Background: an optimization exercise with open tools, aiming at small area, a short achievable clock period and few clock cycles. Do not read the settings as production practice.
No run shown here included a check of the RTL's function; only the layout flow was run.
Power figures rest on the tool's default switching activity, not on a simulated workload.

## flow/flow/run.sh

```bash
#!/bin/bash
# The standard layout (standard.sh: ORFS from synthesis to finish), except that each
# port gets the smallest plain buffer, sky130_fd_sc_hd__buf_1, where buffer_ports would
# otherwise pick the delay cell clkdlybuf4s50_1. Every port is still buffered, and the
# timing repair that follows may resize these buffers as it does any other cell.
set -euo pipefail
export BUFFER_PORTS_ARGS="-buffer_cell sky130_fd_sc_hd__buf_1"
bash standard.sh > standard.log 2>&1
```

## flow/standard.sh

```bash
#!/bin/bash
# synth_recipe.tcl (not shown) runs the flow's synth.tcl, then flattens the netlist and writes it again
# the make line also repeats each setting of config.mk as NAME=value (left out here)
make -C /OpenROAD-flow-scripts/flow DESIGN_CONFIG=/design/flow/config.mk WORK_HOME=/design/flow/orfs CLKGATE_MAP_FILE= SYNTH_SCRIPT=/design/flow/synth_recipe.tcl "${@:-finish}"
```

## flow/config.mk

```make
export PLATFORM = sky130hd
export DESIGN_NAME = tcpu_apply
export DESIGN_NICKNAME = tcpu_apply
export VERILOG_FILES = /design/flow/design.v
export SDC_FILE = /design/flow/constraint.sdc
export NUM_CORES = 4
export LEC_CHECK = 0
export CAP_MARGIN = 20
export CORE_MARGIN = 2
export CORE_UTILIZATION = 60
export SETUP_SLACK_MARGIN = 3.5
export SLEW_MARGIN = 20
```

## flow/constraint.sdc

```tcl
create_clock -name core_clock -period 8.0 [get_ports {clk}]
set_input_delay 1.6000 -clock core_clock [delete_from_list [all_inputs] [get_ports {clk}]]
set_output_delay 1.6000 -clock core_clock [all_outputs]
set_load 0.01 [all_outputs]
```

## flow/design.v

```verilog
module tcpu_apply (
    input  wire        clk,
    input  wire        rst,           
    input  wire        start,         
    input  wire [31:0] plen,          
    input  wire [24:0] tlen,          
    output wire        busy,
    output reg         done,          
    output wire [3:0]  result,
    output wire [3:0]  sub,
    output wire [31:0] errinfo,
    output wire [1:0]  pst,
    output reg  [31:0] psc,
    output wire [31:0] applied,
    output wire        src_re,
    output wire [29:0] src_addr,      
    input  wire [31:0] src_rdata,     
    output wire        tgt_we,
    output wire [22:0] tgt_addr,      
    output wire [3:0]  tgt_be,
    output wire [31:0] tgt_wdata
);
    localparam [39:0] PATCH_MAGIC = 40'h5041544348;  
    localparam [23:0] EOF_MARK    = 24'h454F46;      
    localparam [2:0] S_IDLE  = 3'd0,
                     S_HDR   = 3'd1,    
                     S_REC   = 3'd2,    
                     S_RUN   = 3'd3,    
                     S_LIT   = 3'd4,    
                     S_RLE   = 3'd5,    
                     S_SKIP  = 3'd6;    
    localparam [1:0] OC_NONE = 2'd0,    
                     OC_OK   = 2'd1,    
                     OC_CORR = 2'd2,    
                     OC_WF   = 2'd3;    
    reg [2:0]  state;
    reg [1:0]  oc;
    reg [2:0]  subc;
    reg [29:0] apc;           
    reg [31:0] av;            
    reg        avz17;         
    reg        avz3;          
    reg        q0v;           
    reg [31:0] q0;
    reg [22:0] wa;            
    reg [1:0]  lstart;        
    reg [15:0] nrem;          
    reg        lastr;         
    reg [7:0]  fill;
    reg [3:0]  tmask;         
    reg [1:0]  rot;           
    reg        rwrap;         
    assign busy    = state != S_IDLE;
    assign result  = {1'b0, oc[1], 1'b0, oc[1] & oc[0]};
    assign sub     = {1'b0, subc};
    assign pst     = {oc == OC_CORR, oc == OC_OK};
    assign applied = {2'd0, apc};
    assign errinfo = (oc == OC_CORR) ? psc :
                     (oc == OC_WF)   ? {7'd0, wa, lstart} : {2'd0, apc};
    wire [31:0] hi    = rwrap ? q0 : src_rdata;
    wire [63:0] win   = {hi, q0} >> {rot, 3'b000};
    wire [7:0]  b0 = win[7:0], b1 = win[15:8], b2 = win[23:16],
                b3 = win[31:24], b4 = win[39:32];
    wire [23:0] f_off  = {b0, b1, b2};
    wire [15:0] f_size = {b3, b4};
    wire [15:0] f_run  = {b0, b1};
    wire        av_hi0  = avz17;
    wire        av_hi2  = avz3;
    wire        av0     = av_hi2 && ~|av[2:0];
    wire        av_lt3  = av_hi2 && !av[2] && !(av[1] && av[0]);
    wire        av_lt5  = av_hi2 && !(av[2] && (av[1] || av[0]));
    wire        c6r     = av_hi0 && !av[16] && (av[15:0] < nrem);
    wire        skip   = state == S_SKIP;
    wire [3:0]  lane_ge = 4'b1111 << lstart;
    reg  [3:0]  lane_lt;      
    always @(*) begin
        case ({!lastr || nrem[2], nrem[1:0]})
            3'b000: lane_lt = 4'b0000;
            3'b001: lane_lt = 4'b0001 << lstart;
            3'b010: lane_lt = 4'b0011 << lstart;
            3'b011: lane_lt = 4'b0111 << lstart;
            default: lane_lt = 4'b1111;
        endcase
    end
    wire [3:0]  inrange = lane_ge & lane_lt;
    wire [3:0]  badl    = inrange & ~tmask;
    wire        wfail   = |badl;
    wire [1:0]  fail_lane = badl[0] ? 2'd0 : badl[1] ? 2'd1 : badl[2] ? 2'd2 : 2'd3;
    wire [2:0]  room  = skip ? 3'd4 : 3'd4 - {1'b0, lstart};
    wire        last  = lastr;
    wire [2:0]  k     = last ? nrem[2:0] : room;
    wire [3:0]  room4 = {1'b0, room} + 4'd4;
    wire        last_nx = (nrem[15:4] == 12'd0) && (nrem[3:0] <= room4);
    wire [2:0]  lend  = {1'b0, psc[1:0]} + nrem[2:0];
    wire        lpop  = lastr ? lend[2] : !rwrap;
    wire        lit_go = (state == S_LIT) && q0v && !c6r;
    wire        rle_go = (state == S_RLE);
    wire [22:0] wa_nx  = (state == S_REC) ? {1'b0, f_off[23:2]} : wa + 23'd1;
    wire [22:0] tw     = tlen[24:2];
    reg  [3:0]  tmask_nx;
    always @(*) begin
        if (wa_nx < tw)
            tmask_nx = 4'b1111;
        else if (wa_nx == tw)
            tmask_nx = (4'b0001 << tlen[1:0]) - 4'd1;
        else
            tmask_nx = 4'b0000;
    end
    reg [2:0] inc;
    always @(*) begin
        inc = 3'd0;
        case (state)
            S_HDR:  if (q0v && !av_lt5) inc = 3'd5;
            S_REC:  if (q0v && !av_lt3) inc = av_lt5 ? 3'd3 : 3'd5;
            S_RUN:  if (q0v && !av_lt3) inc = 3'd3;
            S_LIT:  if (q0v && !c6r) inc = k;
            S_SKIP: inc = k;
            default: inc = 3'd0;
        endcase
    end
    wire [1:0]  p5     = psc[1:0] + 2'd1;      
    wire [28:0] pinc   = psc[31:3] + 29'd1;
    wire [3:0]  plo    = {1'b0, psc[2:0]} + {1'b0, inc};
    wire [3:0]  p3lo   = {1'b0, psc[2:0]} + 4'd3;
    wire        eofx   = (state == S_REC) && q0v && !av_lt3 && (f_off == EOF_MARK);
    wire [3:0]  pnlo   = eofx ? p3lo : plo;
    wire [31:0] psc_nx = {pnlo[3] ? pinc : psc[31:3], pnlo[2:0]};
    wire [28:0] adec   = av[31:3] - 29'd1;
    reg [2:0] ainc;
    always @(*) begin
        ainc = 3'd0;
        case (state)
            S_HDR:  if (q0v) ainc = 3'd5;
            S_REC:  if (q0v) ainc = 3'd5;
            S_RUN:  if (q0v) ainc = 3'd3;
            S_LIT:  if (q0v) ainc = k;
            S_SKIP: ainc = k;
            default: ainc = 3'd0;
        endcase
    end
    wire [3:0]  alo    = {1'b0, av[2:0]} - {1'b0, ainc};
    wire [31:0] av_nx  = {alo[3] ? adec : av[31:3], alo[2:0]};
    wire [31:0] av_d   = (state == S_IDLE) ? plen : av_nx;
    reg [1:0] pop;
    always @(*) begin
        case (state)
            S_HDR:   pop = 2'd1;
            S_REC:   pop = (psc[1:0] == 2'd3) ? 2'd2 : 2'd1;
            S_RUN:   pop = (psc[1:0] != 2'd0) ? 2'd1 : 2'd0;
            S_LIT:   pop = lpop ? 2'd1 : 2'd0;
            default: pop = 2'd0;
        endcase
        if (!q0v) pop = 2'd0;
    end
    assign src_re    = !busy || !q0v || (pop != 2'd0);
    assign src_addr  = !busy ? 30'd0 :
                       {(q0v || psc[2]) ? pinc : psc[31:3], ~(q0v ^ psc[2])};
    wire [3:0]  be_c     = (lit_go || rle_go) ? (inrange & tmask) : 4'b0000;
    assign tgt_addr  = wa;
    assign tgt_be    = be_c;
    assign tgt_we    = |be_c;
    assign tgt_wdata = rle_go ? {4{fill}} : win[31:0];
    task finish;
        input [1:0] c;
        input [2:0] s;
        begin
            oc    <= c;
            subc  <= s;
            done  <= 1'b1;
            state <= S_IDLE;
        end
    endtask
    always @(posedge clk) begin
        if (rst) begin
            state <= S_IDLE;
            done  <= 1'b0;
            oc    <= OC_NONE;
            subc  <= 3'd0;
            psc   <= 32'd0;
            apc   <= 30'd0;
            q0v   <= 1'b0;
        end else begin
            done <= 1'b0;
            psc  <= psc_nx;
            av    <= av_d;
            avz17 <= ~|av_d[31:17];
            avz3  <= ~|av_d[31:3];
            if (!(state == S_LIT && !q0v)) begin
                rot   <= plo[1:0];
                rwrap <= 1'b0;
            end
            if (busy) begin
                if (!q0v) begin
                    q0  <= src_rdata;
                    q0v <= 1'b1;
                end else if (pop == 2'd1) begin
                    q0  <= src_rdata;
                end else if (pop == 2'd2) begin
                    q0v <= 1'b0;
                end
            end
            case (state)
            S_IDLE: begin
                if (start) begin
                    psc    <= 32'd0;
                    q0v    <= 1'b0;
                    lstart <= 2'd0;
                    rot    <= 2'd0;
                    rwrap  <= 1'b0;
                    state  <= S_HDR;
                end
            end
            S_HDR: begin
                apc <= 30'd0;          
                if (q0v) begin
                    if (av_lt5)
                        finish(OC_CORR, 3'd1);
                    else if ({b0, b1, b2, b3, b4} != PATCH_MAGIC)
                        finish(OC_CORR, 3'd2);
                    else
                        state <= S_REC;
                end
            end
            S_REC: if (q0v) begin
                wa     <= wa_nx;
                tmask  <= tmask_nx;
                lstart <= f_off[1:0];
                nrem   <= f_size;
                lastr  <= {14'd0, f_size} <= 16'd4 - {14'd0, f_off[1:0]};
                if (av0)
                    finish(OC_OK, 3'd1);
                else if (av_lt3)
                    finish(OC_CORR, 3'd3);
                else if (f_off == EOF_MARK)
                    finish(OC_OK, 3'd0);
                else if (av_lt5)
                    finish(OC_CORR, 3'd4);
                else if (f_size == 16'd0)
                    state <= S_RUN;
                else
                    state <= S_LIT;    
                if (f_size != 16'd0) begin
                    rot   <= p5 - f_off[1:0];
                    rwrap <= p5 < f_off[1:0];
                end
            end
            S_RUN: if (q0v) begin
                nrem <= f_run;
                lastr <= {14'd0, f_run} <= 16'd4 - {14'd0, lstart};
                fill <= b2;
                if (av_lt3)
                    finish(OC_CORR, 3'd5);
                else
                    state <= S_RLE;
            end
            S_LIT, S_RLE: if (state == S_LIT && c6r) begin
                finish(OC_CORR, 3'd6);
            end else if (state == S_RLE || q0v) begin
                nrem  <= nrem - {13'd0, k};
                lastr <= last_nx;
                if (wfail) begin
                    lstart <= fail_lane;
                    state  <= S_SKIP;
                    if (!(state == S_LIT && !last)) begin
                        nrem  <= 16'd0;
                        lastr <= 1'b1;
                    end
                end else begin
                    wa     <= wa_nx;
                    tmask  <= tmask_nx;
                    lstart <= 2'd0;
                    if (last) begin
                        apc   <= apc + 30'd1;
                        state <= S_REC;
                    end
                end
            end
            S_SKIP: begin
                nrem  <= nrem - {13'd0, k};
                lastr <= last_nx;
                if (last)
                    finish(OC_WF, 3'd0);
            end
            default: state <= S_IDLE;
            endcase
        end
    end
endmodule
```

==> metrics.md, run 1 <==
| Metric | Value |
|---|---|
| Synth unique cells | 78 |
| Global-route usage over all layers | a little over a third |
| # setup viols final | 0 |
| TritonCTS Buffers | 17 |
| Top Ports | 291 |
| Post-layout net count | 2299 |
| Share of layout cells above drive strength 1 | 10.81% |
| Worst clock skew on the final layout | 18.60 ps |
| Startpoint class of the critical path | primary input |
| Commonest non-fill, non-tap cell in the layout | buf_1 |
| Cells on Worst Hold Path | 2 |
| Busiest metal layer after global routing | met2 |
| Total of buffers placed on input and output ports | between 200 and 300 |
| Final number of hold-violating endpoints | 0 |
| Area of all sequential standard cells | just over 0.005 sq mm |
| Leakage | 0.006169 uW |
| Min-Delay Path Class | flop to flop |
| Outcome | no timing/DRC/antenna violations |
| Filler instances | 2061 |
| Core area | between 0.02 and 0.03 sq mm |
| Total DRC errors in the routed layout | 0 |
| Met2 track demand over resource in global routing | 56.08% |
| Fin Setup TNS | 0 ps |
| Number of sinks driven by the clock tree | 195 |
| Overall die height | about 170 microns |
| Final Routed Wirelength | 51420 microns |
| Synthesized area per cell | 8.256 sq um |
| Most used flip-flop cell after synthesis | edfxtp_1 |
| Fraction of synthesized cell area taken by the top area cell type | 23.75% |
| Flop and latch count out of synthesis | 195 |
| Ratio of final minimum period to clock period | 56.21% |
| Worst max-slew margin expressed relative to the limit | 29.29% |
| Commonest cells after routing, fill and taps aside | buf_1, nor2_1, nand2_1 |
| Measured slew at the worst slew-check pin | 1061 ps |
| Total placed instance area | around 0.017 sq mm |
| Routability-driven placement congestion ratio | 0.9549 |
| Met3 routing resource usage after global routing | between 5 and 6% |
| Timing-limited maximum frequency | between 200 and 250 MHz |
| Mean number of vias per cell | between 6 and 7 |
| Worst path required time | 6400 ps |
| Critical path start-end classification | primary input to output pin |
| Met1 usage in global routing | approximately 54% |
| Number of warnings issued by yosys | 1 |
| Pin count of the biggest net entering global routing | 86 |
| Starting Density | 61.42% |
| Capturing element type of the critical path | output pin |
| Via count of the first global-routing pass | 13870 |
| Multi-input gate area in the final layout | 0.009921 sq mm |
| Row count | 58 |
| Power density normalized to cell area | 310.0 mW/mm^2 |
| DP HPWL | 37760 microns |
| Max-slew violation count | 0 |
| Number of inserted diodes | 0 |
| Number of iterations in the first detailed-routing pass | 5 |
| Main area contributors after synthesis | edfxtp_1, dfxtp_1, ha_1 |
| Remaining global-route overflow | 0 |
| Clock tree from TritonCTS | yes |
| Highest fanout seen on the critical path | 3 |
| Die area | 0.02723 sq mm |
| Clk Latency, worst-skew pair | 450 ps |
| Highest ir drop seen on vdd | approximately 0.38 mV |
| Global-route wire length before repair | 77180 microns |
| Clk Tree Root Cell | clkbuf_16 |
| Post-DRT Antenna Nets | 0 |
| Area Growth Syn to Fin | 15.24% |
| DR vias | around 16000 |
| Number of enable flip-flop cells after synthesis | 123 |
| Finished Cell Area | about 0.018 sq mm |
| Max Cap Viol | 0 |
| Wire per inst | between 20 and 25 microns |
| Initial DRC Count | 1975 |
| Die span in x | roughly 170 microns |
| Antenna violations before repair | 0 |
| Synth Instances | 1884 |
| Maximum buffer depth of the clock tree | 2 |
| Portion of the post-synthesis area used by sequential elements | 33.01% |
| Final worst path period need | around 4500 ps |
| Largest area contributor in the synthesized netlist | edfxtp_1 |
| Arrival time at the worst endpoint | 2900 ps |
| Clock transition at the registers of the reported paths | 80 ps |
| H-tree level count | 4 |
| Cell count of the worst reg-to-reg path | 10 |
| RSZ-0062 raised after global routing | yes |
| Post-synthesis instance area | 0.01555 sq mm |
| Fraction of synthesis flops using an asynchronous set or reset pin | 0% |
==> report_power, final <==
part           total (uW)  internal (uW)  leakage [uW]  switching [uW]
registers            1650           1370       0.00174             286
logic                3050           1090       0.00414            1960
clock network         853            419      0.000280             433
==> final cells by class <==
class                   count  area share [%]
multi-input cells        1485           55.34
repair buffers            336           8.313
well taps                 330           2.303
flip-flops and latches    195           28.86
inverters                  98           2.066
clock buffers              19           2.471
clock inverters            13          0.6421
==> repair_timing <==
item | CTS | global route
hold endpoints to repair | 0 | 0
hold buffers | 0 | 0
buffers inserted | 11 | 18
pin swaps | 7 | 9
gates resized for setup | 43 | 74
setup endpoints to repair | 48 | 59
gates cloned | 1 | 0
==> per-layer routing <==
layer  vias to the layer above  routed length [microns]
li1                       7339                        -
met1                      7428                    21940
met2                       916                    22980
met3                       106                     4927
met4                         0                     1574
met5                         -                        0
==> metrics by stage <==
step | instances | setup slack (ps) | total power [uW] | util [%] | hold WS (ps)
6_report | 2476 | 3503 | 5558 | 70.78 | 503.1
5_1_grt | 2476 | 3446 | 5894 | 70.78 | 537.7
4_1_cts | 2458 | 3470 | 5373 | 69.43 | 505.8
3_5_place_dp | 2414 | 2966 | 4427 | 66.27 | 492.6
3_3_place_gp | 2414 | 3045 | 4367 | 66.27 | 467.3
2_1_floorplan | 1888 | 3586 | 3528 | - | 480.5
==> flip-flops by register name, summed over array words and instances, names as in the netlist, 2 cells and up <==
register  cells
rot           2
fill          8
psc          32
subc          3
nrem         16
lstart        2
oc            2
tmask         4
q0           32
state         3
apc          30
wa           23
av           32
==> synth_stat cells (all sizes together) (25+ instances only) <==
library cell / count
xnor2: 91
nand2: 216
clkbuf: 80
nor2: 226
or3: 34
ha: 70
nand3: 40
xor2: 25
inv: 95
a211oi: 25
a21oi: 131
buf: 31
dfxtp: 72
edfxtp: 123
o21ai: 126
or4: 27
nor3: 58
nand4: 26
mux2i: 70
==> critical path: stages <==
cell and delay, ps:
buf_1 100, mux2_2 290, mux4_2 570, nor2_2 150, nor2_1 50, clkbuf_2 130
==> path summary, 6_finish.rpt <==
| kind | start | end | slack [ps] |
|---|---|---|---|
| setup / recovery | src_rdata[12] | tgt_wdata[20] | 3500 |
| hold / removal | apc[19]$_SDFFE_PP0P_ | apc[19]$_SDFFE_PP0P_ | 500 |
| hold reg to reg | apc[19]$_SDFFE_PP0P_ | apc[19]$_SDFFE_PP0P_ | 500 |
| setup reg to reg | rwrap$_DFFE_PN_ | psc[30]$_SDFF_PP0_ | 3730 |
==> cell families (layout without fill, tap and decap cells) <==
group,Yosys count,after routing,share of synthesized area (%)
adders and majority gates,74,74,6.145
xor gates and xnor gates,116,116,6.532
buffers and inverters,209,466,5.389
and+or+nand+nor,755,756,23.43
other,1,5,0.02411
AOI/OAI and AO/OA,426,426,16.84
muxes,108,108,8.631
DFF,195,195,33.01
==> inputs of run 2 (changes only) <==
--- a/flow/design.v
+++ b/flow/design.v
@@ -51,4 +51,8 @@
     reg [1:0]  rot;           
     reg        rwrap;         
+    reg        we_r;
+    reg [3:0]  be_r;
+    reg [22:0] addr_r;
+    reg [31:0] wdata_r;
     assign busy    = state != S_IDLE;
     assign result  = {1'b0, oc[1], 1'b0, oc[1] & oc[0]};
@@ -157,8 +161,19 @@
                        {(q0v || psc[2]) ? pinc : psc[31:3], ~(q0v ^ psc[2])};
     wire [3:0]  be_c     = (lit_go || rle_go) ? (inrange & tmask) : 4'b0000;
-    assign tgt_addr  = wa;
-    assign tgt_be    = be_c;
-    assign tgt_we    = |be_c;
-    assign tgt_wdata = rle_go ? {4{fill}} : win[31:0];
+    assign tgt_addr  = addr_r;
+    assign tgt_be    = be_r;
+    assign tgt_we    = we_r;
+    assign tgt_wdata = wdata_r;
+    always @(posedge clk) begin
+        if (rst) begin
+            we_r <= 1'b0;
+            be_r <= 4'b0000;
+        end else begin
+            we_r <= |be_c;
+            be_r <= be_c;
+        end
+        addr_r  <= wa;
+        wdata_r <= rle_go ? {4{fill}} : win[31:0];
+    end
     task finish;
         input [1:0] c;
==> run 2 against run 1 <==
Effect of this change: global-route usage fell by 1.4 points; hold slack worse by 9.7 ps; count of clock-buffer cells in the layout grew 14; clock power is 62% higher; non-clock buffer count is 10 lower; critical path depth up 5; register-to-register slack about the same; largest cell class unchanged; synthesized area grew 7.5%; die area up 7.3%; routed wire length rose by 4.3%; setup slack better by 60 ps.
==> metrics.md, run 2 <==
| Metric | Value |
|---|---|
| Internal Dissipation | 3530 uW (+23%) |
| Portion of the post-synthesis area used by sequential elements | 37.89% (+4.9 points) |
| Multi-input gate area in the final layout | 0.009712 sq mm (-2.1%) |
| Routability-driven placement congestion ratio | 0.9656 (+1.1%) |
| Remaining global-route overflow | 0 (unchanged) |
| Clk Tree Root Cell | clkbuf_16 |
| Non-filler instance count after layout | 2556 (+3.2%) |
| TritonCTS Buffers | 28 (+11) |
| Number of enable flip-flop cells after synthesis | 123 (unchanged) |
| Timing-limited maximum frequency | 225.4 MHz (+1.3%) |
| Die area | 0.02922 sq mm (+7.3%) |
| Worst path required time | 8410 ps (+2010 ps) |
| Pin count of the biggest net entering global routing | 74 (-14%) |
| Synthesized area per cell | 8.742 sq um (+5.9%) |
| Clk Latency, worst-skew pair | 560 ps (+110 ps) |
| Main area contributors after synthesis | edfxtp_1, dfxtp_1, ha_1 |
| Highest fanout seen on the critical path | 24 (+21) |
| Total instance count after detailed placement | 2483 (+2.9%) |
| Clock tree from TritonCTS | yes |
| Final Routed Wirelength | 53630 microns (+4.3%) |
| Die span in x | 171.0 microns (+3.6%) |
| Highest-delay cell along the critical path | or4_4 |
| H-tree level count | 1 (-3) |
| Post-cts hold buffer count | 0 (unchanged) |
| Switching power total | 2671 uW (-0.28%) |
| Critical path start-end classification | primary input to flop |
| Power density normalized to cell area | 322.1 mW/mm^2 (+3.9%) |
| Synth Instances | 1913 (+1.5%) |
| Cell chain of the critical path | buf_1 > mux2_4 > mux4_2 > or4_4 > a2111oi_4 > buf_4 > a31oi_2 > buf_4 > o2111ai_1 > xor2_1 > nor2_1 |
| Reg power frac | 34.1% (+4.4 points) |
| DR vias | 16060 (+1.7%) |
| Post-synthesis instance area | 0.01672 sq mm (+7.5%) |
| Maximum buffer depth of the clock tree | 3 (+1) |
| Leakage | 0.006919 uW (+12%) |
| Overall die height | 171.0 microns (+3.6%) |
| Commonest cells after routing, fill and taps aside | buf_1, nor2_1, nand2_1 |
| Global-route wire length before repair | 80840 microns (+4.7%) |
| Ratio of final minimum period to clock period | 55.47% (-0.75 points) |
| Initial DRC Count | 1672 (-15%) |
| Antenna violations before repair | 1 (+1) |
| Worst max-slew margin expressed relative to the limit | 26.45% (-2.8 points) |
| # setup viols final | 0 (unchanged) |
| Min-Delay Path Class | flop to flop |
| Measured slew at the worst slew-check pin | 1103 ps (+42.66 ps) |
| Number of warnings issued by yosys | 1 (unchanged) |
| Final worst path period need | 4437 ps (-59.80 ps) |
| Net switching share of the total power | 43.07% (-5.1 points) |
| Total of buffers placed on input and output ports | 285 (unchanged) |
| Leading post-synthesis cells by instance count | nor2_1, nand2_1, o21ai_0, a21oi_1, dfxtp_1 |
| Total DRC errors in the routed layout | 0 (unchanged) |
| DP HPWL | 38410 microns (+1.7%) |
| Synth unique cells | 79 (+1.3%) |
| Area of all sequential standard cells | 0.006362 sq mm (+23%) |
| Clock transition at the registers of the reported paths | 60 ps (-20 ps) |
| Number of iterations in the first detailed-routing pass | 6 (+1) |
| Worst clock skew on the final layout | 13.90 ps (-4.697 ps) |
| Proportion of power drawn by the clock network | 22.2% (+6.9 points) |
| Comb power frac | 43.7% (-11 points) |
| Max Cap Viol | 0 (unchanged) |
| Number of inserted diodes | 0 (unchanged) |
| Row count | 61 (+5.2%) |
| Share of layout cells above drive strength 1 | 9.045% (-1.8 points) |
| Startpoint class of the critical path | primary input |
| Wire per inst | 20.98 microns (+1.0%) |
| Critical path's largest stage delay | 600 ps (+30 ps) |
| Capturing element type of the critical path | flop |
| Global-route usage over all layers | 35.24% (-1.4 points) |
| Via count of the first global-routing pass | 14660 (+5.6%) |
| Outcome | no timing/DRC/antenna violations |
| Fin Setup TNS | 0 ps (unchanged) |
| Crit path top cell by count | buf_4 |
| Filler instances | 2232 (+8.3%) |
| Flop and latch count out of synthesis | 255 (+31%) |
| Cell with the most instances after synthesis | nor2_1 |
| Fraction of synthesis flops using an asynchronous set or reset pin | 0% (unchanged) |
| RSZ-0062 raised after global routing | yes |
| Most used flip-flop cell after synthesis | dfxtp_1 |
| Post-layout net count | 2322 (+1.0%) |
| Post-DRT Antenna Nets | 0 (unchanged) |
| Fraction of synthesized cell area taken by the top area cell type | 22.09% (-1.7 points) |
| Area Growth Syn to Fin | 15.11% |
| Top Ports | 291 (unchanged) |
| Final number of hold-violating endpoints | 0 (unchanged) |
| Total design power | 6201 uW (+12%) |
| Starting Density | 60.53% (-0.89 points) |
| Number of sinks driven by the clock tree | 255 (+31%) |
| Max-slew violation count | 0 (unchanged) |
| Arrival time at the worst endpoint | 4850 ps (+1950 ps) |
| Highest ir drop seen on vdd | 0.2699 mV (-29%) |
| Core area | 0.02763 sq mm (+9.1%) |
| Largest area contributor in the synthesized netlist | edfxtp_1 |
| Commonest non-fill, non-tap cell in the layout | buf_1 |
| Mean number of vias per cell | 6.281 (-1.5%) |
## run 2: changes by cell type in the layout (fill, tap and decap cells not counted), sizes merged, moves of 13 or more
cell	delta
xnor2	-52
nor3	-18
dfxtp	+60
inv	-16
o21ai	+20
xor2	+32
nand2	-25
mux2	+13
nand3	+14
## run 2: routing by layer
layer	GRT usage [%]	wire length [microns]	vias up
li1	-	-	7452
met1	48.31	22360	7622
met2	56.40	24450	848
met3	5.367	4636	131
met4	13.71	2172	2
met5	0	14	-
## run 2: path summary, 6_finish.rpt
kind | startpoint | end | slack [ps] | cells past startpoint
worst max-delay path | src_rdata[5] | psc[27]$_SDFF_PP0_ | 3560 | 11
worst min-delay path | fill[4]$_DFFE_PP_ | wdata_r[4]$_DFF_P_ | 490 | 2
worst max register to register | rwrap$_DFFE_PN_ | psc[29]$_SDFF_PP0_ | 3720 | 13
worst min register to register | fill[4]$_DFFE_PP_ | wdata_r[4]$_DFF_P_ | 490 | 2
## run 2: per-stage QoR
step,hold WS (ps),area [sq um],setup WS [ps],utilization (%)
2_1_floorplan,378.6,16740,3719,-
3_3_place_gp,472.1,17970,2783,65.06
3_5_place_dp,471.9,17980,2624,65.07
4_1_cts,491.0,19080,3473,69.06
5_1_grt,542.5,19250,3459,69.68
6_report,493.4,19250,3563,69.68
## run 2: cell type report
type                            instances  area share [%]
Clock buffer                           33           3.789
Clock inverter                         19           1.261
Inverter                               90           1.781
Multi-Input combinational cell       1455           50.45
Sequential cell                       255           33.05
Tap cell                              378           2.457
Timing Repair Buffer                  326           7.214
## run 2: power groups by stage
stage / Sequential [uW] / Clock [uW] / Combinational (uW)
floorplan: 2010 / 0 / 1820
global placement: 2130 / 0 / 2540
detailed placement: 2130 / 0 / 2580
CTS: 2110 / 1380 / 2640
global route: 2150 / 1440 / 2960
finish: 2120 / 1380 / 2710
## run 2: cell families (layout without fill, tap and decap cells)
logic type / after synthesis / count (layout) / share of synthesized area [%]
other cells: 1 / 5 / 0.02242
buf+inv: 208 / 468 / 5.028
xor+xnor: 96 / 96 / 5.028
fa+ha+maj: 74 / 74 / 5.716
simple gates: 709 / 710 / 20.57
flops: 255 / 255 / 37.89
compound gates: 450 / 450 / 16.33
mux: 120 / 120 / 9.412
## run 2: worst max-delay path, delay by kind of cell
kind / cells / cell delay [ps]
AOI/OAI and AO/OA: 3 / 1010
muxes: 2 / 790
and+or+nand+nor: 2 / 650
buffers and inverters: 3 / 600
xor gates and xnor gates: 1 / 180
## run 2: timing repair
item	CTS	global route
resized for setup	21	22
cloned	0	1
setup buffers	8	12
pin swaps	3	7
setup endpoints to repair	56	17
==> inputs of run 3 (changes only) <==
--- a/flow/design.v
+++ b/flow/design.v
@@ -44,14 +44,13 @@
     reg [31:0] q0;
     reg [22:0] wa;            
+    reg        first;         
     reg [1:0]  lstart;        
     reg [15:0] nrem;          
     reg        lastr;         
     reg [7:0]  fill;
-    reg [3:0]  tmask;         
     reg [1:0]  rot;           
     reg        rwrap;         
     reg        we_r;
     reg [3:0]  be_r;
-    reg [22:0] addr_r;
     reg [31:0] wdata_r;
     assign busy    = state != S_IDLE;
@@ -88,5 +87,5 @@
     end
     wire [3:0]  inrange = lane_ge & lane_lt;
-    wire [3:0]  badl    = inrange & ~tmask;
+    wire [3:0]  badl    = inrange & ~tmask;      
     wire        wfail   = |badl;
     wire [1:0]  fail_lane = badl[0] ? 2'd0 : badl[1] ? 2'd1 : badl[2] ? 2'd2 : 2'd3;
@@ -100,14 +99,14 @@
     wire        lit_go = (state == S_LIT) && q0v && !c6r;
     wire        rle_go = (state == S_RLE);
-    wire [22:0] wa_nx  = (state == S_REC) ? {1'b0, f_off[23:2]} : wa + 23'd1;
+    wire [22:0] wd     = first ? wa : wa + 23'd1;
     wire [22:0] tw     = tlen[24:2];
-    reg  [3:0]  tmask_nx;
+    reg  [3:0]  tmask;
     always @(*) begin
-        if (wa_nx < tw)
-            tmask_nx = 4'b1111;
-        else if (wa_nx == tw)
-            tmask_nx = (4'b0001 << tlen[1:0]) - 4'd1;
+        if (wd < tw)
+            tmask = 4'b1111;
+        else if (wd == tw)
+            tmask = (4'b0001 << tlen[1:0]) - 4'd1;
         else
-            tmask_nx = 4'b0000;
+            tmask = 4'b0000;
     end
     reg [2:0] inc;
@@ -161,5 +160,5 @@
                        {(q0v || psc[2]) ? pinc : psc[31:3], ~(q0v ^ psc[2])};
     wire [3:0]  be_c     = (lit_go || rle_go) ? (inrange & tmask) : 4'b0000;
-    assign tgt_addr  = addr_r;
+    assign tgt_addr  = wa;
     assign tgt_be    = be_r;
     assign tgt_we    = we_r;
@@ -173,5 +172,4 @@
             be_r <= be_c;
         end
-        addr_r  <= wa;
         wdata_r <= rle_go ? {4{fill}} : win[31:0];
     end
@@ -238,6 +236,6 @@
             end
             S_REC: if (q0v) begin
-                wa     <= wa_nx;
-                tmask  <= tmask_nx;
+                wa     <= {1'b0, f_off[23:2]};
+                first  <= 1'b1;
                 lstart <= f_off[1:0];
                 nrem   <= f_size;
@@ -274,4 +272,6 @@
                 nrem  <= nrem - {13'd0, k};
                 lastr <= last_nx;
+                wa    <= wd;
+                first <= 1'b0;
                 if (wfail) begin
                     lstart <= fail_lane;
@@ -282,6 +282,4 @@
                     end
                 end else begin
-                    wa     <= wa_nx;
-                    tmask  <= tmask_nx;
                     lstart <= 2'd0;
                     if (last) begin
==> run 3 against run 2 <==
Effect of this change: clock power shrank 19%; via count grew 0.94%; count of clock-buffer cells in the layout grew 4; critical endpoint is now src_addr[27]; register-to-register slack lost 320 ps; still clean on timing, DRC and antenna; first-iteration DRC count grew 9.8%; setup slack lost 200 ps; power shrank 2.7%; final area grew 1.7%.
==> metrics.md, run 3 <==
| Metric | Value |
|---|---|
| Outcome | no timing/DRC/antenna violations |
| Antenna violations before repair | 1 (unchanged) |
| Remaining global-route overflow | 0 (unchanged) |
| DR vias | 16210 (+0.94%) |
| Power density normalized to cell area | 308.0 mW/mm^2 (-4.4%) |
| Initial DRC Count | 1836 (+9.8%) |
| Synth Instances | 1891 (-1.2%) |
| Total of buffers placed on input and output ports | 285 (unchanged) |
| Overall die height | 168.7 microns (-1.3%) |
| Clock tree from TritonCTS | yes |
| Total placed instance area | 0.01747 sq mm (-2.8%) |
| Mean number of vias per cell | 6.318 (+0.59%) |
| Post-DRT Antenna Nets | 0 (unchanged) |
| Startpoint class of the critical path | flop |
| Proportion of power drawn by the clock network | 18.5% (-3.7 points) |
| Ratio of final minimum period to clock period | 57.93% (+2.5 points) |
| Comb power frac | 50.2% (+6.5 points) |
| Pin count of the biggest net entering global routing | 69 (-6.8%) |
| Wire per inst | 21.31 microns (+1.5%) |
| Number of sinks driven by the clock tree | 229 (-10%) |
| Top Ports | 291 (unchanged) |
| Setup slack of the most critical reg-to-reg path | 3400 ps (-320 ps) |
| Switching power total | 2706 uW (+1.3%) |
| Worst path required time | 6400 ps (-2010 ps) |
| Critical register-to-register path startpoint | wa[9]$_DFFE_PP_ |
| Synth unique cells | 76 (-3.8%) |
| Commonest non-fill, non-tap cell in the layout | buf_1 |
| Die area | 0.02846 sq mm (-2.6%) |
| Core area | 0.02680 sq mm (-3.0%) |
| Critical path start-end classification | flop to output pin |
| Highest fanout seen on the critical path | 4 (-83%) |
| Clk Latency, worst-skew pair | 550 ps (about the same) |
| Max Cap Viol | 0 (unchanged) |
| Area Growth Syn to Fin | 20.31% |
| Via count of the first global-routing pass | 14660 (+0.048%) |
| Filler instances | 2080 (-6.8%) |
| Highest ir drop seen on vdd | 0.2572 mV (-4.7%) |
| Cell with the most instances after synthesis | nand2_1 |
| Die span in x | 168.7 microns (-1.3%) |
| Timing-limited maximum frequency | 215.8 MHz (-4.2%) |
| Total instance count after detailed placement | 2423 (-2.4%) |
| Crit path max-delay family | simple AND/OR/NAND/NOR gates |
| Worst max-slew margin expressed relative to the limit | 23.05% (-3.4 points) |
| Global-route wire length before repair | 81270 microns (+0.53%) |
| Final number of hold-violating endpoints | 0 (unchanged) |
| Cell chain of the critical path | buf_6 > nand4_1 > or3_4 > nor4_4 > nand3_2 > nand4bb_4 > or3_4 > a21oi_4 > buf_6 |
| Share of layout cells above drive strength 1 | 15.56% (+6.5 points) |
| Main area contributors after synthesis | edfxtp_1, dfxtp_1, ha_1 |
| Leakage | 0.007118 uW (+2.9%) |
| Post-synthesis instance area | 0.01628 sq mm (-2.7%) |
| Clk Tree Root Cell | clkbuf_16 |
| Maximum buffer depth of the clock tree | 3 (unchanged) |
| Row count | 60 (-1.6%) |
| Number of enable flip-flop cells after synthesis | 120 (-2.4%) |
| Non-filler instance count after layout | 2565 (+0.35%) |
| # setup viols final | 0 (unchanged) |
| Measured slew at the worst slew-check pin | 1140 ps (+36.45 ps) |
| Min-Delay Path Class | flop to flop |
| Critical Path Source | psc[13]$_SDFF_PP0_ |
| Total DRC errors in the routed layout | 0 (unchanged) |
| Critical path destination | src_addr[27] |
| Net switching share of the total power | 44.87% (+1.8 points) |
| Number of iterations in the first detailed-routing pass | 7 (+1) |
| Portion of the post-synthesis area used by sequential elements | 35.55% (-2.3 points) |
| Final Routed Wirelength | 54650 microns (+1.9%) |
| Reg power frac | 31.2% (-2.9 points) |
| Endpoint of the worst-slack reg-to-reg timing path | apc[15]$_SDFFE_PP0P_ |
| Capturing element type of the critical path | output pin |
| H-tree level count | 1 (unchanged) |
| Synthesized area per cell | 8.607 sq um (-1.5%) |
| Final worst path period need | 4634 ps (+196.9 ps) |
| Commonest cells after routing, fill and taps aside | buf_1, nand2_1, nor2_1 |
| Hold_ws | 478.7 ps (-14.75 ps) |
| Highest-delay cell along the critical path | or3_4 |
| Largest area contributor in the synthesized netlist | edfxtp_1 |
| Most used flip-flop cell after synthesis | edfxtp_1 |
| DP HPWL | 37980 microns (-1.1%) |
| Fin Setup TNS | 0 ps (unchanged) |
| Cell count of the worst reg-to-reg path | 17 (+4) |
| Clock transition at the registers of the reported paths | 60 ps (about the same) |
| Fraction of synthesis flops using an asynchronous set or reset pin | 0% (unchanged) |
| Internal Dissipation | 3325 uW (-5.8%) |
| Post-layout net count | 2371 (+2.1%) |
| Routability-driven placement congestion ratio | 0.9383 (-2.8%) |
| Number of warnings issued by yosys | 1 (unchanged) |
| TritonCTS Buffers | 25 (-11%) |
| Critical path's largest stage delay | 420 ps (-180 ps) |
| Global-route usage over all layers | 36.19% (+0.95 points) |
| RSZ-0062 raised after global routing | yes |
| Finished Cell Area | 0.01958 sq mm (+1.7%) |
| Arrival time at the worst endpoint | 3030 ps (-1820 ps) |
| Logic depth of the worst setup path including buffers | 9 (-2) |
| Fraction of synthesized cell area taken by the top area cell type | 22.14% (+0.054 points) |
| Starting Density | 60.73% (+0.20 points) |
| Worst clock skew on the final layout | 17.59 ps (+3.689 ps) |
| Flop and latch count out of synthesis | 229 (-10%) |
| Worst path buffer plus inverter count | 2 (-1) |
| Leading post-synthesis cells by instance count | nand2_1, nor2_1, a21oi_1, edfxtp_1 |
| Max-slew violation count | 0 (unchanged) |
[run 3: changes by cell type after synthesis, moves of 8 or more]
| cell | change |
|---|---|
| nand2_1 | +39 |
| nor2_1 | -37 |
| o21ai_0 | -35 |
| dfxtp_1 | -23 |
| xor2_1 | -21 |
| nand4_1 | +15 |
| xnor2_1 | +13 |
| o31ai_1 | +11 |
| mux4_2 | +8 |
| nand3b_1 | +8 |
[run 3: metal layers]
metal  routed length [microns]  vias to the layer above  share of wire, %  track usage [%]
li1                          -                     7546                 -                -
met1                     21980                     7686                40            48.33
met2                     25530                      840                47            58.96
met3                      4878                      134               8.9            5.682
met4                      2265                        0               4.1            15.10
met5                         0                        -                 0                0
[run 3: worst min path at each step]
| stage | start | endpoint | slack, ps | cells past startpoint |
|---|---|---|---|---|
| final | subc[0]$_SDFFE_PP0P_ | subc[0]$_SDFFE_PP0P_ | 480 | 2 |
| after global placement | subc[0]$_SDFFE_PP0P_ | subc[0]$_SDFFE_PP0P_ | 470 | 2 |
| after global routing | subc[0]$_SDFFE_PP0P_ | subc[0]$_SDFFE_PP0P_ | 510 | 2 |
| after CTS | subc[0]$_SDFFE_PP0P_ | subc[0]$_SDFFE_PP0P_ | 480 | 2 |
| after detailed placement | subc[0]$_SDFFE_PP0P_ | subc[0]$_SDFFE_PP0P_ | 470 | 2 |
| after floorplan | fill[6]$_DFFE_PP_ | wdata_r[14]$_DFF_P_ | 450 | 2 |
[run 3: timing repair]
| action | CTS | global route |
|---|---|---|
| endpoints found under the setup margin | 89 | 82 |
| pin swaps | 19 | 31 |
| cloned | 2 | 3 |
| buffers inserted | 43 | 48 |
| hold buffers | 0 | 0 |
| hold endpoints to repair | 0 | 0 |
| resized for setup | 73 | 82 |
[run 3: power by group through the flow]
stage / clock [uW] / combinational [uW] / sequential, uW
after global routing: 1170 / 3290 / 1910
after global placement: 0 / 2630 / 1920
final: 1120 / 3030 / 1880
after floorplan: 0 / 1880 / 1850
after detailed placement: 0 / 2670 / 1930
after CTS: 1130 / 2780 / 1880
[run 3: kinds of logic (layout without fill, tap and decap cells)]
logic type / count (synthesis) / count (layout) / synth area share [%]
AO/OA/AOI/OAI: 410 / 410 / 15.21
adder cells (fa/ha/maj): 74 / 74 / 5.873
XOR/XNOR: 88 / 88 / 4.736
other: 1 / 6 / 0.02304
AND/OR/NAND/NOR: 752 / 753 / 22.97
buffers and inverters: 216 / 543 / 5.412
flip-flops: 229 / 229 / 35.55
multiplexers: 121 / 121 / 10.22
[run 3: metrics by stage]
step / util (%) / total power, uW / setup WS, ps
3_3_place_gp: 65.19 / 4551 / 2515
2_1_floorplan: - / 3733 / 3604
6_report: 73.06 / 6032 / 3366
3_5_place_dp: 65.19 / 4598 / 2350
5_1_grt: 73.05 / 6368 / 3234
4_1_cts: 70.31 / 5786 / 3387
[run 3: worst min-delay path: cells and delay by family (launching register included)]
kind	cells	cell delay [ps]
DFF	1	320
AOI/OAI and AO/OA	1	50
and+or+nand+nor	1	60
[run 3: final cells by class]
cell class	instances	area (sq um)	area share [%]
Sequential cell	229	5838	29.81
Multi-Input combinational cell	1451	10120	51.68
Tap cell	341	426.7	2.179
Timing Repair Buffer	401	2037	10.40
Inverter	96	374.1	1.911
Timing Repair inverter	1	5.005	0.02556
Clock inverter	8	50.05	0.2556
Antenna cell	1	2.502	0.01278
Clock buffer	37	728.2	3.719
==> inputs of run 4 (changes only) <==
--- a/flow/config.mk
+++ b/flow/config.mk
@@ -9,4 +9,5 @@
 export CORE_MARGIN = 2
 export CORE_UTILIZATION = 60
+export CTS_BUF_LIST = sky130_fd_sc_hd__clkbuf_8
 export SETUP_SLACK_MARGIN = 3.5
 export SLEW_MARGIN = 20
==> run 4 against run 3 <==
Effect of this change: via count grew 0.80%; setup slack gained 35 ps; maximum frequency grew 0.76%; clock power is essentially flat; flip-flop and latch count is the same; hold slack gained 2.6 ps; routed wire length grew 0.47%; still clean; highest routed layer is now met5; critical endpoint is now apc[15]$_SDFFE_PP0P_; critical path type is now flop to flop.
==> metrics.md, run 4 <==
| Metric | Value |
|---|---|
| Die span in x | 168.7 microns (unchanged) |
| Die area | 0.02846 sq mm (unchanged) |
| Ratio of final minimum period to clock period | 57.49% (-0.44 points) |
| Highest fanout seen on the critical path | 30 (+26) |
| Number of inserted diodes | 0 (-1) |
| Number of warnings issued by yosys | 1 (unchanged) |
| Post-cts hold buffer count | 0 (unchanged) |
| Mean number of vias per cell | 6.312 (about the same) |
| Wire per inst | 21.22 microns (-0.42%) |
| Portion of the post-synthesis area used by sequential elements | 35.55% (unchanged) |
| Leading post-synthesis cells by instance count | nand2_1, nor2_1, a21oi_1, edfxtp_1 |
| Overall die height | 168.7 microns (unchanged) |
| Starting Density | 60.73% (unchanged) |
| Top Ports | 291 (unchanged) |
| Number of iterations in the first detailed-routing pass | 8 (+1) |
| Clock tree from TritonCTS | yes |
| # setup viols final | 0 (unchanged) |
| Worst path buffer plus inverter count | 1 (-1) |
| Number of sinks driven by the clock tree | 229 (unchanged) |
| Main area contributors after synthesis | edfxtp_1, dfxtp_1, ha_1 |
| Critical path's largest stage delay | 570 ps (+150 ps) |
| Post-synthesis instance area | 0.01628 sq mm (unchanged) |
| Total placed instance area | 0.01747 sq mm (unchanged) |
| Total instance count after detailed placement | 2423 (unchanged) |
| Total of buffers placed on input and output ports | 285 (unchanged) |
| Post-DRT Antenna Nets | 0 (unchanged) |
| Capturing element type of the critical path | flop |
| Timing-limited maximum frequency | 217.4 MHz (+0.76%) |
| Fraction of synthesized cell area taken by the top area cell type | 22.14% (unchanged) |
| Cell chain of the critical path | and4_4 > nand4_1 > or4_4 > nor3_4 > nand2_2 > nor2_4 > xor2_2 > ha_1 > nand4_1 > nor4_4 > nand4_1 > a21oi_2 > a32oi_4 > o21a_4 > buf_12 > or4_1 > a21oi_1 |
| TritonCTS Buffers | 40 (+60%) |
| Net switching share of the total power | 45.10% (+0.23 points) |
| Min-Delay Path Class | flop to flop |
| Crit path top cell by count | nand4_1 |
| Fraction of synthesis flops using an asynchronous set or reset pin | 0% (unchanged) |
| Proportion of power drawn by the clock network | 18.9% (+0.4 points) |
| Post-layout net count | 2381 (+0.42%) |
| Measured slew at the worst slew-check pin | 1201 ps (+61.05 ps) |
| Switching power total | 2711 uW (+0.15%) |
| Core area | 0.02680 sq mm (unchanged) |
| Filler instances | 2099 (+0.91%) |
| Highest-delay cell along the critical path | or4_4 |
| Clk Latency, worst-skew pair | 570 ps (+20 ps) |
| Comb power frac | 49.8% (-0.4 points) |
| Area Growth Syn to Fin | 20.15% |
| DP HPWL | 37980 microns (unchanged) |
| Remaining global-route overflow | 0 (unchanged) |
| Power density normalized to cell area | 307.3 mW/mm^2 (-0.23%) |
| Max Cap Viol | 0 (unchanged) |
| Fin Setup TNS | 0 ps (unchanged) |
| Commonest cells after routing, fill and taps aside | buf_1, nand2_1, nor2_1 |
| Global-route wire length before repair | 81830 microns (+0.70%) |
| PnR worst setup slack | 3401 ps (+34.92 ps) |
| Synth unique cells | 76 (unchanged) |
| Finished Cell Area | 0.01956 sq mm (-0.13%) |
| Antenna violations before repair | 1 (unchanged) |
| Commonest non-fill, non-tap cell in the layout | buf_1 |
| Final Routed Wirelength | 54910 microns (+0.47%) |
| Synth Instances | 1891 (unchanged) |
| RSZ-0062 raised after global routing | yes |
| Internal Dissipation | 3299 uW (-0.78%) |
| Initial DRC Count | 1936 (+5.4%) |
| Maximum buffer depth of the clock tree | 3 (unchanged) |
| Routability-driven placement congestion ratio | 0.9383 (unchanged) |
| Worst max-slew margin expressed relative to the limit | 18.93% (-4.1 points) |
| Flop and latch count out of synthesis | 229 (unchanged) |
| Global-route usage over all layers | 36.59% (+0.39 points) |
| Worst clock skew on the final layout | 28.19 ps (+10.60 ps) |
| Most used flip-flop cell after synthesis | edfxtp_1 |
| Largest area contributor in the synthesized netlist | edfxtp_1 |
| DR vias | 16340 (+0.80%) |
| Highest ir drop seen on vdd | 0.2083 mV (-19%) |
| Crit path max-delay family | simple AND/OR/NAND/NOR gates |
| Via count of the first global-routing pass | 14790 (+0.83%) |
| Pin count of the biggest net entering global routing | 69 (unchanged) |
| Row count | 60 (unchanged) |
| Final worst path period need | 4599 ps (-34.92 ps) |
| Startpoint class of the critical path | flop |
| H-tree level count | 2 (+1) |
| Share of layout cells above drive strength 1 | 15.44% (-0.12 points) |
| Critical path start-end classification | flop to flop |
| Final number of hold-violating endpoints | 0 (unchanged) |
| Number of enable flip-flop cells after synthesis | 120 (unchanged) |
| Non-filler instance count after layout | 2588 (+0.90%) |
| Leakage | 0.007217 uW (+1.4%) |
| Reg power frac | 31.3% (about the same) |
| Cell with the most instances after synthesis | nand2_1 |
| Total DRC errors in the routed layout | 0 (unchanged) |
| Outcome | no timing/DRC/antenna violations |
| Worst path required time | 8470 ps (+2070 ps) |
| Max-slew violation count | 0 (unchanged) |
| Clk Tree Root Cell | clkbuf_8 |
| Synthesized area per cell | 8.607 sq um (unchanged) |
| Arrival time at the worst endpoint | 5070 ps (+2040 ps) |
| Setup WS pre-CTS | 2350 ps (unchanged) |
| Clock transition at the registers of the reported paths | 60 ps (about the same) |
==> run 4: metrics by stage <==
| step | total power (uW) | util [%] | hold WS (ps) |
|---|---|---|---|
| finish | 6010 | 72.96 | 481.3 |
| global route | 6351 | 72.96 | 506.2 |
| CTS | 5793 | 70.56 | 481.3 |
| detailed placement | 4598 | 65.19 | 473.7 |
| global placement | 4551 | 65.19 | 465.4 |
| floorplan | 3733 | - | 452.2 |
==> run 4: what timing repair did <==
item	4_1_cts	5_1_grt
resized for setup	74	71
pin swaps	19	21
cloned	2	1
setup buffers	42	46
setup endpoints to repair	89	85
hold endpoints to repair	0	0
==> run 4: worst paths after layout <==
path                             start                   end  slack [ps]  depth (start not counted)
setup / recovery      wa[10]$_DFFE_PP_  apc[15]$_SDFFE_PP0P_        3400                         17
setup reg to reg      wa[10]$_DFFE_PP_  apc[15]$_SDFFE_PP0P_        3400                         17
hold / removal    subc[0]$_SDFFE_PP0P_  subc[0]$_SDFFE_PP0P_         480                          2
hold reg to reg   subc[0]$_SDFFE_PP0P_  subc[0]$_SDFFE_PP0P_         480                          2
==> run 4: power by group through the flow <==
stage / clock [uW] / combinational (uW) / sequential [uW]
detailed placement: 0 / 2670 / 1930
finish: 1130 / 2990 / 1880
global route: 1190 / 3250 / 1910
floorplan: 0 / 1880 / 1850
global placement: 0 / 2630 / 1920
CTS: 1140 / 2770 / 1890
==> run 4: cell type report <==
class,instances,area [sq um],share of cell area [%]
repair inverters,1,5.005,0.02559
clock buffers,47,646.9,3.308
well taps,341,426.7,2.182
flip-flops and latches,229,5846,29.89
repair buffers,396,1994,10.20
clock inverters,27,190.2,0.9725
multi-input cells,1451,10070,51.51
inverters,96,374.1,1.913
==> run 4: cell families after synthesis <==
group | synth area share, %
multiplexers | 10.22
AO/OA/AOI/OAI | 15.21
flip-flops | 35.55
XOR/XNOR | 4.736
AND/OR/NAND/NOR | 22.97
buffers and inverters | 5.412
other | 0.02304
adder cells (fa/ha/maj) | 5.873
==> run 4: worst register-to-register path, stage by stage (launching register included) <==
cell and delay, ps:
edfxtp_1 370, and4_4 250, nand4_1 150, or4_4 570
nor3_4 170, nand2_2 120, nor2_4 120, xor2_2 90
ha_1 330, nand4_1 220, nor4_4 420, nand4_1 200
a21oi_2 240, a32oi_4 130, o21a_4 280, buf_12 150
or4_1 540, a21oi_1 160
==> run 4: layer usage <==
layer / global-route usage, % / share of wire [%]
met1: 48.40 / 40
met2: 59.96 / 46
met3: 5.798 / 9.4
met4: 15.55 / 4.4
met5: 0 / 0.022
==> inputs of run 5 (changes only) <==
--- a/flow/design.v
+++ b/flow/design.v
@@ -44,13 +44,14 @@
     reg [31:0] q0;
     reg [22:0] wa;            
-    reg        first;         
     reg [1:0]  lstart;        
     reg [15:0] nrem;          
     reg        lastr;         
     reg [7:0]  fill;
+    reg [3:0]  tmask;         
     reg [1:0]  rot;           
     reg        rwrap;         
     reg        we_r;
     reg [3:0]  be_r;
+    reg [22:0] addr_r;
     reg [31:0] wdata_r;
     assign busy    = state != S_IDLE;
@@ -66,4 +67,29 @@
                 b3 = win[31:24], b4 = win[39:32];
     wire [23:0] f_off  = {b0, b1, b2};
+    wire [7:0]  q0b0 = q0[7:0],   q0b1 = q0[15:8],  q0b2 = q0[23:16], q0b3 = q0[31:24];
+    wire [7:0]  rdb0 = src_rdata[7:0],   rdb1 = src_rdata[15:8],
+                rdb2 = src_rdata[23:16], rdb3 = src_rdata[31:24];
+    reg         is_eof, size0;
+    always @(*) begin
+        case (rot)
+            2'd0: begin
+                is_eof = {q0b0, q0b1, q0b2} == EOF_MARK;
+                size0  = q0b3 == 8'd0 && rdb0 == 8'd0;
+            end
+            2'd1: begin
+                is_eof = {q0b1, q0b2, q0b3} == EOF_MARK;
+                size0  = rdb0 == 8'd0 && rdb1 == 8'd0;
+            end
+            2'd2: begin
+                is_eof = {q0b2, q0b3, rdb0} == EOF_MARK;
+                size0  = rdb1 == 8'd0 && rdb2 == 8'd0;
+            end
+            default: begin
+                is_eof = {q0b3, rdb0, rdb1} == EOF_MARK;
+                size0  = rdb2 == 8'd0 && rdb3 == 8'd0;
+            end
+        endcase
+    end
+    wire        is_magic = {q0b0, q0b1, q0b2, q0b3, rdb0} == PATCH_MAGIC;
     wire [15:0] f_size = {b3, b4};
     wire [15:0] f_run  = {b0, b1};
@@ -87,5 +113,5 @@
     end
     wire [3:0]  inrange = lane_ge & lane_lt;
-    wire [3:0]  badl    = inrange & ~tmask;      
+    wire [3:0]  badl    = inrange & ~tmask;
     wire        wfail   = |badl;
     wire [1:0]  fail_lane = badl[0] ? 2'd0 : badl[1] ? 2'd1 : badl[2] ? 2'd2 : 2'd3;
@@ -99,14 +125,14 @@
     wire        lit_go = (state == S_LIT) && q0v && !c6r;
     wire        rle_go = (state == S_RLE);
-    wire [22:0] wd     = first ? wa : wa + 23'd1;
+    wire [22:0] wa_nx  = (state == S_REC) ? {1'b0, f_off[23:2]} : wa + 23'd1;
     wire [22:0] tw     = tlen[24:2];
-    reg  [3:0]  tmask;
+    reg  [3:0]  tmask_nx;
     always @(*) begin
-        if (wd < tw)
-            tmask = 4'b1111;
-        else if (wd == tw)
-            tmask = (4'b0001 << tlen[1:0]) - 4'd1;
+        if (wa_nx < tw)
+            tmask_nx = 4'b1111;
+        else if (wa_nx == tw)
+            tmask_nx = (4'b0001 << tlen[1:0]) - 4'd1;
         else
-            tmask = 4'b0000;
+            tmask_nx = 4'b0000;
     end
     reg [2:0] inc;
@@ -126,5 +152,5 @@
     wire [3:0]  plo    = {1'b0, psc[2:0]} + {1'b0, inc};
     wire [3:0]  p3lo   = {1'b0, psc[2:0]} + 4'd3;
-    wire        eofx   = (state == S_REC) && q0v && !av_lt3 && (f_off == EOF_MARK);
+    wire        eofx   = (state == S_REC) && q0v && !av_lt3 && is_eof;
     wire [3:0]  pnlo   = eofx ? p3lo : plo;
     wire [31:0] psc_nx = {pnlo[3] ? pinc : psc[31:3], pnlo[2:0]};
@@ -160,5 +186,5 @@
                        {(q0v || psc[2]) ? pinc : psc[31:3], ~(q0v ^ psc[2])};
     wire [3:0]  be_c     = (lit_go || rle_go) ? (inrange & tmask) : 4'b0000;
-    assign tgt_addr  = wa;
+    assign tgt_addr  = addr_r;
     assign tgt_be    = be_r;
     assign tgt_we    = we_r;
@@ -172,4 +198,5 @@
             be_r <= be_c;
         end
+        addr_r  <= wa;
         wdata_r <= rle_go ? {4{fill}} : win[31:0];
     end
@@ -229,5 +256,5 @@
                     if (av_lt5)
                         finish(OC_CORR, 3'd1);
-                    else if ({b0, b1, b2, b3, b4} != PATCH_MAGIC)
+                    else if (!is_magic)
                         finish(OC_CORR, 3'd2);
                     else
@@ -236,6 +263,6 @@
             end
             S_REC: if (q0v) begin
-                wa     <= {1'b0, f_off[23:2]};
-                first  <= 1'b1;
+                wa     <= wa_nx;
+                tmask  <= tmask_nx;
                 lstart <= f_off[1:0];
                 nrem   <= f_size;
@@ -245,13 +272,13 @@
                 else if (av_lt3)
                     finish(OC_CORR, 3'd3);
-                else if (f_off == EOF_MARK)
+                else if (is_eof)
                     finish(OC_OK, 3'd0);
                 else if (av_lt5)
                     finish(OC_CORR, 3'd4);
-                else if (f_size == 16'd0)
+                else if (size0)
                     state <= S_RUN;
                 else
                     state <= S_LIT;    
-                if (f_size != 16'd0) begin
+                if (!size0) begin
                     rot   <= p5 - f_off[1:0];
                     rwrap <= p5 < f_off[1:0];
@@ -272,6 +299,4 @@
                 nrem  <= nrem - {13'd0, k};
                 lastr <= last_nx;
-                wa    <= wd;
-                first <= 1'b0;
                 if (wfail) begin
                     lstart <= fail_lane;
@@ -282,4 +307,6 @@
                     end
                 end else begin
+                    wa     <= wa_nx;
+                    tmask  <= tmask_nx;
                     lstart <= 2'd0;
                     if (last) begin
--- a/flow/config.mk
+++ b/flow/config.mk
@@ -9,5 +9,4 @@
 export CORE_MARGIN = 2
 export CORE_UTILIZATION = 60
-export CTS_BUF_LIST = sky130_fd_sc_hd__clkbuf_8
-export SETUP_SLACK_MARGIN = 3.5
+export SETUP_SLACK_MARGIN = 3.9
 export SLEW_MARGIN = 20
==> run 5 against run 4 <==
Effect of this change: still clean on timing, DRC and antenna; sequential power up 12%; clock power increased by 19%; count of clock-buffer cells in the layout fell by 9; register-to-register slack gained 490 ps; sequential share of layout area up 1.6 points; critical endpoint is now src_addr[27]; largest power group unchanged.
==> metrics.md, run 5 <==
| Metric | Value |
|---|---|
| Outcome | no timing/DRC/antenna violations |
| Routability-driven placement congestion ratio | 1.024 (+9.1%) |
| Setup slack of the most critical reg-to-reg path | 3890 ps (+490 ps) |
| Max Cap Viol | 0 (unchanged) |
| Highest-delay cell along the critical path | or4_4 |
| Measured slew at the worst slew-check pin | 1222 ps (+20.99 ps) |
| Critical path start-end classification | flop to output pin |
| Comb power frac | 46.5% (-3.3 points) |
| Die area | 0.02926 sq mm (+2.8%) |
| Synth unique cells | 80 (+5.3%) |
| Power density normalized to cell area | 317.8 mW/mm^2 (+3.4%) |
| Clock transition at the registers of the reported paths | 80 ps (+20 ps) |
| Number of enable flip-flop cells after synthesis | 123 (+2.5%) |
| Total of buffers placed on input and output ports | 285 (unchanged) |
| Fraction of synthesized cell area taken by the top area cell type | 22.06% (-0.084 points) |
| Max-slew violation count | 0 (unchanged) |
| Row count | 61 (+1.7%) |
| Total instance count after detailed placement | 2573 (+6.2%) |
| Overall die height | 171.1 microns (+1.4%) |
| Via count of the first global-routing pass | 15330 (+3.7%) |
| Worst clock skew on the final layout | 24.74 ps (-3.447 ps) |
| Core area | 0.02763 sq mm (+3.1%) |
| Capturing element type of the critical path | output pin |
| Number of inserted diodes | 0 (unchanged) |
| Commonest cells after routing, fill and taps aside | buf_1, nand2_1, nor2_1 |
| Portion of the post-synthesis area used by sequential elements | 37.84% (+2.3 points) |
| Clk Latency, worst-skew pair | 580 ps (about the same) |
| Remaining global-route overflow | 0 (unchanged) |
| Final worst path period need | 4552 ps (-46.77 ps) |
| Area Growth Syn to Fin | 21.79% |
| Clock tree from TritonCTS | yes |
| Crit path top cell by count | or3_4 |
| Number of iterations in the first detailed-routing pass | 10 (+2) |
| Number of sinks driven by the clock tree | 255 (+11%) |
| Highest fanout seen on the critical path | 3 (-90%) |
| Final Routed Wirelength | 61260 microns (+12%) |
| Cell with the most instances after synthesis | nand2_1 |
| Worst path required time | 6400 ps (-2070 ps) |
| TritonCTS Buffers | 28 (-30%) |
| Highest ir drop seen on vdd | 0.2180 mV (+4.6%) |
| Post-DRT Antenna Nets | 0 (unchanged) |
| Die span in x | 171.1 microns (+1.4%) |
| Total placed instance area | 0.01796 sq mm (+2.8%) |
| Worst path buffer plus inverter count | 1 (unchanged) |
| Largest area contributor in the synthesized netlist | edfxtp_1 |
| Net switching share of the total power | 44.62% (-0.48 points) |
| Total DRC errors in the routed layout | 0 (unchanged) |
| Post-synthesis instance area | 0.01675 sq mm (+2.9%) |
| Global-route usage over all layers | 37.91% (+1.3 points) |
| Post-layout net count | 2504 (+5.2%) |
| Fraction of synthesis flops using an asynchronous set or reset pin | 0% (unchanged) |
| Wire per inst | 22.40 microns (+5.6%) |
| Global-route wire length before repair | 85890 microns (+5.0%) |
| Pin count of the biggest net entering global routing | 87 (+26%) |
| DP HPWL | 41410 microns (+9.0%) |
| Fin Setup TNS | 0 ps (unchanged) |
| Min-Delay Path Class | flop to flop |
| Maximum buffer depth of the clock tree | 3 (unchanged) |
| Most used flip-flop cell after synthesis | dfxtp_1 |
| Final core utilization | 73.82% (+0.85 points) |
| Number of warnings issued by yosys | 1 (unchanged) |
| Non-filler instance count after layout | 2735 (+5.7%) |
| H-tree level count | 1 (-1) |
| Crit path max-delay family | simple AND/OR/NAND/NOR gates |
| Switching power total | 2892 uW (+6.7%) |
| DR vias | 17550 (+7.4%) |
| Final number of hold-violating endpoints | 0 (unchanged) |
| Starting Density | 60.61% (-0.12 points) |
| Worst max-slew margin expressed relative to the limit | 18.35% (-0.58 points) |
| Synthesized area per cell | 8.323 sq um (-3.3%) |
| Finished Cell Area | 0.02039 sq mm (+4.3%) |
| # setup viols final | 0 (unchanged) |
| Antenna violations before repair | 2 (+1) |
| Proportion of power drawn by the clock network | 20.9% (+2.0 points) |
| Timing-limited maximum frequency | 219.7 MHz (+1.0%) |
| Post-cts hold buffer count | 0 (unchanged) |
| Mean number of vias per cell | 6.416 (+1.7%) |
| Synth Instances | 2012 (+6.4%) |
| Top Ports | 291 (unchanged) |
| Ratio of final minimum period to clock period | 56.91% (-0.58 points) |
| RSZ-0062 raised after global routing | yes |
| Main area contributors after synthesis | edfxtp_1, dfxtp_1, nand2_1 |
| Reg power frac | 32.6% (+1.3 points) |
| Arrival time at the worst endpoint | 2950 ps (-2120 ps) |
| Flop and latch count out of synthesis | 255 (+11%) |
| Critical path's largest stage delay | 480 ps (-90 ps) |
| Clk Tree Root Cell | clkbuf_16 |
| Startpoint class of the critical path | flop |
| Total design power | 6481 uW (+7.8%) |
| Share of layout cells above drive strength 1 | 15.02% (-0.42 points) |
| Leading post-synthesis cells by instance count | nand2_1, nor2_1, o21ai_0, a21oi_1, dfxtp_1 |
| Initial DRC Count | 2351 (+21%) |
| Leakage | 0.007498 uW (+3.9%) |
| Commonest non-fill, non-tap cell in the layout | buf_1 |
| Internal Dissipation | 3589 uW (+8.8%) |
| Cell chain of the critical path | nand4_1 > or4_4 > or3_4 > nor2_4 > nand3_2 > or3_4 > o21ai_1 > a21oi_2 > buf_2 |
==> run 5: cell types whose count changed after synthesis, sizes merged, moves of 23 or more <==
cell / change
o21ai: +55
nor2: +41
o31ai: -26
mux4: -25
xnor2: +25
dfxtp: +23
nor4: +23
==> run 5: layout make-up <==
class	instances	area, sq um
clock inverters	14	176.4
clock buffers	38	778.2
multi-input cells	1537	10050
flip-flops and latches	255	6416
fillers	2104	7234
well taps	378	473.0
repair buffers	410	2103
inverters	103	399.1
==> run 5: power groups by stage <==
stage / Sequential [uW] / Combinational (uW) / Clock, uW
2_1_floorplan: 2010 / 1960 / 0
3_3_place_gp: 2140 / 2690 / 0
3_5_place_dp: 2150 / 2740 / 0
4_1_cts: 2110 / 2810 / 1350
5_1_grt: 2140 / 3290 / 1400
6_report: 2110 / 3010 / 1350
==> run 5: metal layers <==
| layer | vias to the layer above | share of wire [%] | track usage [%] |
|---|---|---|---|
| li1 | 7852 | - | - |
| met1 | 8179 | 38 | 50.11 |
| met2 | 1250 | 45 | 60.36 |
| met3 | 264 | 11 | 6.963 |
| met4 | 4 | 6.3 | 17.76 |
| met5 | - | 0.12 | 0 |
==> run 5: cell families (layout without fill, tap and decap cells) <==
group | Yosys count | after routing | synth area share [%]
simple gates | 820 | 820 | 23.48
compound gates | 441 | 441 | 15.91
flops | 255 | 255 | 37.84
buf+inv | 225 | 565 | 5.297
xor+xnor | 103 | 103 | 5.387
mux | 90 | 91 | 6.142
fa+ha+maj | 77 | 77 | 5.932
other cells | 1 | 5 | 0.02239
==> run 5: path summary, 6_finish.rpt <==
check                          start            endpoint  cells past startpoint
setup reg to reg    rot[0]$_DFFE_PN_  psc[22]$_SDFF_PP0_                     10
hold / removal      wa[11]$_DFFE_PP_  addr_r[11]$_DFF_P_                      0
hold reg to reg     wa[11]$_DFFE_PP_  addr_r[11]$_DFF_P_                      0
setup / recovery  psc[11]$_SDFF_PP0_        src_addr[27]                      9
==> run 5: timing repair <==
item / 4_1_cts / 5_1_grt
endpoints found under the setup margin: 91 / 61
pin swaps: 27 / 25
cloned: 0 / 1
setup buffers: 72 / 37
resized for setup: 116 / 70
==> run 5: through the flow <==
stage / hold WS (ps) / setup WS, ps
2_1_floorplan: 383.4 / 3906
3_3_place_gp: 424.4 / 3095
3_5_place_dp: 434.9 / 2960
4_1_cts: 450.2 / 3536
5_1_grt: 432.1 / 3338
6_report: 414.2 / 3448

static timing again, ports no longer ideal:
How much do the figures lean on ideal ports? The routed layouts below were timed once more, with nothing changed but the port constraints.
Step 1: set_driving_cell puts a clkbuf_16 on clk and a buf_2 on each other input, an assumption about the parent block.
Step 2 times the ports against the registers' clock, not the clock port: input delays grow and output delays shrink by t, the midpoint of the rising clock arrivals with the driver on.
a / b / c = ideal / step 1 / step 2; a / b = the first two.
run	shift t [ns]	setup slack, ns	hold WS [ns]	slew at the worst register clock pin (ns)	worst data-port slew with drivers (ns)
run 1	0.496	3.503 / 3.480 / 3.150	0.503 / 0.503 / 0.503	0.09 / 0.09	0.04
run 2	0.606	3.563 / 3.533 / 2.990	0.493 / 0.493 / 0.493	0.07 / 0.07	0.05
run 3	0.591	3.366 / 3.314 / 3.011	0.479 / 0.479 / 0.479	0.07 / 0.07	0.07
run 4	0.600	3.401 / 3.401 / 3.078	0.481 / 0.481 / 0.481	0.07 / 0.07	0.08
run 5	0.621	3.448 / 3.396 / 3.405	0.414 / 0.414 / 0.414	0.08 / 0.08	0.06
After both steps every run listed still meets setup and hold. The setup slack of run 2, which loses most, moves by -0.030 ns with the drivers and by -0.573 ns with both steps.
